This design comes from an exercise in tuning for small area on the open sky130 flow, not from production work. At most, simulation tests tie the RTL to the original design; equivalence was not proved. Power is estimated from default activity; no workload was simulated.

Design raiden_core, start of the top module:
module raiden_core (
    input  wire        clk,
    input  wire        rst,
    input  wire        req_valid,
    input  wire        req_we,
    input  wire [7:0]  req_addr,
    input  wire [31:0] req_wdata,
    output wire        rsp_valid,
    output wire [31:0] rsp_rdata,
    output wire        rsp_err,
    input  wire [7:0]  trig_in,
    input  wire        uart_rx,
    output wire        out_o,
    output wire        out_oe,
    output wire        outn_o,
    output wire        outn_oe,
    output wire        armed_o,
    output wire        fired_o,
    output wire [15:0] pull_o
);
    localparam [2:0] PG_STOPPED = 3'd0;
    localparam [2:0] PG_WAIT    = 3'd1;
    localparam [2:0] PG_PAUSE   = 3'd2;
    localparam [2:0] PG_HIGH    = 3'd3;
    localparam [2:0] PG_LOW     = 3'd4;
    localparam [2:0] D_OFF  = 3'd0;    
    localparam [2:0] D_IDLE = 3'd1;    
    localparam [2:0] D_W2   = 3'd2;    
    localparam [2:0] D_Q    = 3'd3;    
    localparam [2:0] D_DATA = 3'd4;    
    reg [31:0] cfg_pause, cfg_width, cfg_gap, cfg_count, cfg_div;
    reg [1:0]  cfg_kind;
    reg [7:0]  cfg_pin;
    reg        cfg_edge;
    reg [7:0]  cfg_byte;
    reg        cfg_out_en, cfg_inv_en;
    reg        armed, fired, rel;
    reg [2:0]  pg_st;
    reg [31:0] pg_ncnt, pg_nreps;    
    reg [31:0] pg_w, pg_g, pg_p;
    wire [31:0] pg_cnt  = ~pg_ncnt;
    wire [31:0] pg_reps = ~pg_nreps;
    reg [2:0]  det_st;
    reg [5:0]  dk;
    reg        match;
  ...
Settings: LEC_CHECK=0, CAP_MARGIN=20, CORE_MARGIN=2, CORE_UTILIZATION=40, SLEW_MARGIN=20; clock period 10.0 ns.
standard.sh (not shown) runs the stock make flow with config.mk's settings and CLKGATE_MAP_FILE= SYNTH_SCRIPT=/design/flow/synth_recipe.tcl, a recipe that flattens the netlist after the stock synthesis.
==> flow/flow/run.sh <==
#!/bin/bash
# Standard layout with three changes: ABC maps the logic with an
# area-oriented script (flow/area.abc, via flow/synth.tcl which wraps the standard flow's
# own synthesis script); port buffers use the smallest buffer cell; the clock
# tree is built from clkbuf_4 (sink clusters of up to 8) with no dummy loads.
set -euo pipefail
export MY_ABC_SCRIPT="$PWD/flow/area.abc"
export FLOW_SYNTH_TCL="$PWD/synth_recipe.tcl"
bash standard.sh SYNTH_SCRIPT="$PWD/flow/synth.tcl" \
  BUFFER_PORTS_ARGS="-buffer_cell sky130_fd_sc_hd__buf_1" \
  CTS_ARGS="-sink_clustering_enable -repair_clock_nets -dont_use_dummy_load -buf_list sky130_fd_sc_hd__clkbuf_4 -sink_clustering_size 8 -sink_clustering_max_diameter 60" \
  finish > flow_standard.log 2>&1
==> flow/flow/area.abc <==
&get -n
&st
&dc2
&dch -f
&nf -R 1000
&st
&dc2
&dch -f
&nf -R 1000
&put
topo
dnsize -c
==> flow/flow/synth.tcl <==
# The standard synthesis script (synth_recipe.tcl), with the ABC logic
# mapping run from flow/area.abc (an area-oriented script) instead of
# ORFS's speed script. Flip-flop mapping, flattening and naming are unchanged.
proc abc {args} {
  set i [lsearch -exact $args -script]
  if {$i >= 0} {
    lset args [expr {$i + 1}] $::env(MY_ABC_SCRIPT)
  }
  yosys abc {*}$args
}
source $::env(FLOW_SYNTH_TCL)
The starting point finished with max-slew violations left.
Rerun with:
--- a/flow/design.v
+++ b/flow/design.v
@@ -32,18 +32,15 @@
     reg [1:0]  cfg_kind;
     reg [7:0]  cfg_pin;
     reg        cfg_edge;
     reg [7:0]  cfg_byte;
     reg        cfg_out_en, cfg_inv_en;
     reg        armed, fired, rel;
     reg [2:0]  pg_st;
-    reg [31:0] pg_ncnt, pg_nreps;    
-    reg [31:0] pg_w, pg_g, pg_p;
-    wire [31:0] pg_cnt  = ~pg_ncnt;
-    wire [31:0] pg_reps = ~pg_nreps;
+    reg [31:0] pg_cnt, pg_reps, pg_w, pg_g, pg_p;
     reg [2:0]  det_st;
     reg [5:0]  dk;
     reg        match;
     reg [1:0]  resident;
     reg [7:0]  lat_byte;           
     reg [31:0] lat_div;
     reg [31:0] gcount;
@@ -59,30 +56,30 @@
     wire p0       = (pg_p == 32'd0);
     wire cnt1     = cnt_hi0 &  pg_cnt[0];    
     wire tick     = cnt1;
     wire reps_hi0 = (pg_reps[31:1] == 31'd0);
     wire reps0    = reps_hi0 & ~pg_reps[0];
     wire reps1    = reps_hi0 &  pg_reps[0];
     wire        rep_dec = (pg_st == PG_LOW) && cnt1;    
-    wire [31:0] cc;        
-    wire [31:0] rc;        
+    wire [31:0] dec_nz;    
+    wire [31:0] rb;        
     wire [31:0] inc_p;     
-    assign cc[0]     = 1'b1;
-    assign rc[0]     = rep_dec;
+    assign dec_nz[0] = 1'b0;
+    assign rb[0]     = rep_dec;
     assign inc_p[0]  = 1'b1;
     genvar ci;
     generate
         for (ci = 1; ci < 32; ci = ci + 1) begin : g_chain
-            assign cc[ci]     = cc[ci-1] & pg_ncnt[ci-1];
-            assign rc[ci]     = rc[ci-1] & pg_nreps[ci-1];
+            assign dec_nz[ci] = dec_nz[ci-1] | pg_cnt[ci-1];
+            assign rb[ci]     = rb[ci-1] & ~pg_reps[ci-1];
             assign inc_p[ci]  = inc_p[ci-1] & gcount[ci-1];
         end
     endgenerate
-    wire [31:0] dec      = ~(pg_ncnt ^ cc);     
-    wire [31:0] reps_dec = ~(pg_nreps ^ rc);    
+    wire [31:0] dec      = pg_cnt ^ ~dec_nz;    
+    wire [31:0] reps_dec = pg_reps ^ rb;        
     wire mapped  = (req_addr[1:0] == 2'b00) && (req_addr <= 8'h30);
     wire ro_reg  = (req_addr == 8'h04) || (req_addr == 8'h24);
     wire do_wr   = req_valid && req_we && mapped && !ro_reg;
     wire wr_cmd  = do_wr && (req_addr == 8'h00);
     wire wd_small = (req_wdata[31:3] == 29'd0);
     wire c_arm   = wr_cmd && wd_small && (req_wdata[2:0] == 3'd1);
     wire c_dis   = wr_cmd && wd_small && (req_wdata[2:0] == 3'd2);
@@ -95,23 +92,14 @@
     wire arm_cfg_bad = (cfg_kind == 2'd1) && (cfg_pin[7:3] != 5'd0);
     wire arm_ok   = c_arm && !armed && !arm_cfg_bad;
     wire exe_ok   = c_exe && armed;
     wire poll_ok  = c_poll && armed && !(in_wait && !rel);
     wire disarm   = exe_ok || poll_ok || ((c_dis || c_rst) && armed);
     wire do_start = in_wait && (rel || exe_ok);
     wire cfg_rst  = rst || c_rst;
-    wire is_high = (pg_st == PG_HIGH);
-    wire s_p   = do_start & ~p0;
-    wire s_w   = (do_start & p0) | (~do_start & cnt1 & ~in_wait & ~is_high);
-    wire s_g   = ~do_start & cnt1 & is_high;
-    wire s_d   = ~do_start & cnt1 & in_wait;
-    wire s_dec = ~do_start & ~cnt1;
-    wire [31:0] cnt_mux = ({32{s_p}} & pg_p) | ({32{s_w}} & pg_w) |
-                          ({32{s_g}} & pg_g) | ({32{s_d}} & lat_div) |
-                          ({32{s_dec}} & dec);
     reg        fire;
     reg [2:0]  n_det_st;
     reg        dk_clr, dk_inc;
     reg        n_match;
     reg [2:0]  n_pg_st;
     reg [31:0] n_pg_cnt, n_pg_reps, n_pg_w, n_pg_g;
     reg        n_rel;
@@ -187,15 +175,20 @@
             case (pg_st)
                 PG_PAUSE: n_pg_st = reps0 ? PG_STOPPED : PG_HIGH;
                 PG_HIGH:  n_pg_st = PG_LOW;
                 PG_LOW:   n_pg_st = reps1 ? PG_STOPPED : PG_HIGH;
                 default: ;
             endcase
         end
-        n_pg_cnt = cnt_mux;
+        if (do_start)
+            n_pg_cnt = p0 ? pg_w : pg_p;
+        else if (cnt1)
+            n_pg_cnt = in_wait ? lat_div : ((pg_st == PG_HIGH) ? pg_g : pg_w);
+        else
+            n_pg_cnt = dec;
         n_pg_reps = reps_dec;
         n_rel = (rel & ~in_wait) | fire;
         if (arm_ok) begin
             n_det_st  = (cfg_kind != 2'd0) ? D_IDLE : D_OFF;
             n_pg_st   = PG_WAIT;
             n_pg_cnt  = 32'd1;
             n_pg_reps = cfg_count;
@@ -282,16 +275,16 @@
             result   <= n_result;
             rq_valid <= req_valid;
             rq_err   <= req_valid && (!mapped || (req_we && ro_reg));
             rq_sel   <= (req_valid && !req_we && mapped) ? req_addr[5:2] : 4'd0;
         end
     end
     always @(posedge clk) begin
-        pg_ncnt  <= ~n_pg_cnt;
-        pg_nreps <= ~n_pg_reps;
+        pg_cnt  <= n_pg_cnt;
+        pg_reps <= n_pg_reps;
         pg_w    <= n_pg_w;
         pg_g    <= n_pg_g;
         dk      <= (dk + {5'd0, dk_inc}) & ~{6{dk_clr}};
         match   <= n_match;
         if (arm_ok)
             pg_p <= cfg_pause;
         if (arm_ok) begin
Outcome: The changed run completed without violations. Routed wire length is about the same. Power stays flat. Setup slack loses 0.33 ns. Clock-buffer cell count falls by 5. Final area came out higher by a few percent. Core utilization fell by 0.14 points. Fmax came out lower by a few percent. Register-to-register slack gets worse by 0.33 ns. Non-clock buffer count rises by 1. Sequential power hardly moves.
Function not checked in the first run of this note: the RTL went through the layout flow alone.


Another version of the RTL of raiden_core (not shown whole).
For scale: roughly 1,300 cells after synthesis, about 440 flip-flops, roughly 0.018 sq mm of cells after synthesis.
clock: 10.0 ns
lec_check: 0
cap_margin: 20
core_margin: 2
core_utilization: 40
slew_margin: 20
Scripts as last shown in full above: flow/flow/run.sh, flow/flow/area.abc, flow/flow/synth.tcl
The first run produced a clean layout.
==> next run, changes <==
--- a/flow/design.v
+++ b/flow/design.v
@@ -95,24 +95,24 @@
     wire arm_cfg_bad = (cfg_kind == 2'd1) && (cfg_pin[7:3] != 5'd0);
     wire arm_ok   = c_arm && !armed && !arm_cfg_bad;
     wire exe_ok   = c_exe && armed;
     wire poll_ok  = c_poll && armed && !(in_wait && !rel);
     wire disarm   = exe_ok || poll_ok || ((c_dis || c_rst) && armed);
     wire do_start = in_wait && (rel || exe_ok);
     wire cfg_rst  = rst || c_rst;
     wire is_high = (pg_st == PG_HIGH);
-    wire s_p   = ~arm_ok & do_start & ~p0;
-    wire s_w   = ~arm_ok & ((do_start & p0) | (~do_start & cnt1 & ~in_wait & ~is_high));
-    wire s_g   = ~arm_ok & ~do_start & cnt1 & is_high;
-    wire s_d   = ~arm_ok & ~do_start & cnt1 & in_wait;
-    wire s_dec = ~arm_ok & ~do_start & ~cnt1;
+    wire s_p   = do_start & ~p0;
+    wire s_w   = (do_start & p0) | (~do_start & cnt1 & ~in_wait & ~is_high);
+    wire s_g   = ~do_start & cnt1 & is_high;
+    wire s_d   = ~do_start & cnt1 & in_wait;
+    wire s_dec = ~do_start & ~cnt1;
     wire [31:0] cnt_mux = ({32{s_p}} & pg_p) | ({32{s_w}} & pg_w) |
                           ({32{s_g}} & pg_g) | ({32{s_d}} & lat_div) |
-                          ({32{s_dec}} & dec) | {31'd0, arm_ok};
+                          ({32{s_dec}} & dec);
     reg        fire;
     reg [2:0]  n_det_st;
     reg        dk_clr, dk_inc;
     reg        n_match;
     reg [2:0]  n_pg_st;
     reg [31:0] n_pg_cnt, n_pg_reps, n_pg_w, n_pg_g;
     reg        n_rel;
     reg [1:0]  n_result;
@@ -192,16 +192,17 @@
             endcase
         end
         n_pg_cnt = cnt_mux;
         n_pg_reps = reps_dec;
         n_rel = (rel & ~in_wait) | fire;
         if (arm_ok) begin
             n_det_st  = (cfg_kind != 2'd0) ? D_IDLE : D_OFF;
             n_pg_st   = PG_WAIT;
+            n_pg_cnt  = 32'd1;
             n_pg_reps = cfg_count;
             n_pg_w    = (cfg_width[31:2] == 30'd0) ? 32'd4 : cfg_width;
             n_pg_g    = (cfg_gap[31:2]   == 30'd0) ? 32'd4 : cfg_gap;
             n_rel     = 1'b0;
         end
         if (disarm) begin
             n_det_st = D_OFF;
             if (n_pg_st == PG_WAIT)
What happened: Worst hold slack improved by 31 ps. Utilization increases by 0.16 points. Worst setup slack improved by 76 ps. Flip-flop and latch count does not change. Clock skew increases by 25 ps.

## static timing again, ports no longer ideal
The results above use ideal ports. As a check the final layouts listed here were re-extracted and re-timed, cells and wires unchanged.
Step 1 assumes that a clkbuf_16 drives the clock port and a buf_2 every other input.
Step 2 adds t to the input delays and takes it off the output delays; t is the mean of the earliest and latest rising clock arrival at the registers after step 1. Input paths then give back, and output paths get back, about the clock's delay inside the block.
a / b / c = ideal ports / drivers / drivers and shift; a / b = the first two.
run | t, ns | setup WS [ns] | latest minus earliest clock arrival (ns) | slew at the worst register clock pin (ns)
the first run of note 1 | 0.782 | 2.646 / 2.646 / 2.646 | 0.047 / 0.047 | 0.10 / 0.10
the second run of note 1 | 0.814 | 2.318 / 2.318 / 1.617 | 0.080 / 0.080 | 0.10 / 0.10
the first run of note 2 | 0.852 | 2.550 / 2.550 / 1.740 | 0.070 / 0.070 | 0.11 / 0.11
the second run of note 2 | 0.854 | 2.626 / 2.626 / 2.626 | 0.095 / 0.095 | 0.11 / 0.11
For the first run of note 2, which loses most, drivers alone change the setup slack by 0.000 ns; drivers and shift together by -0.810 ns.
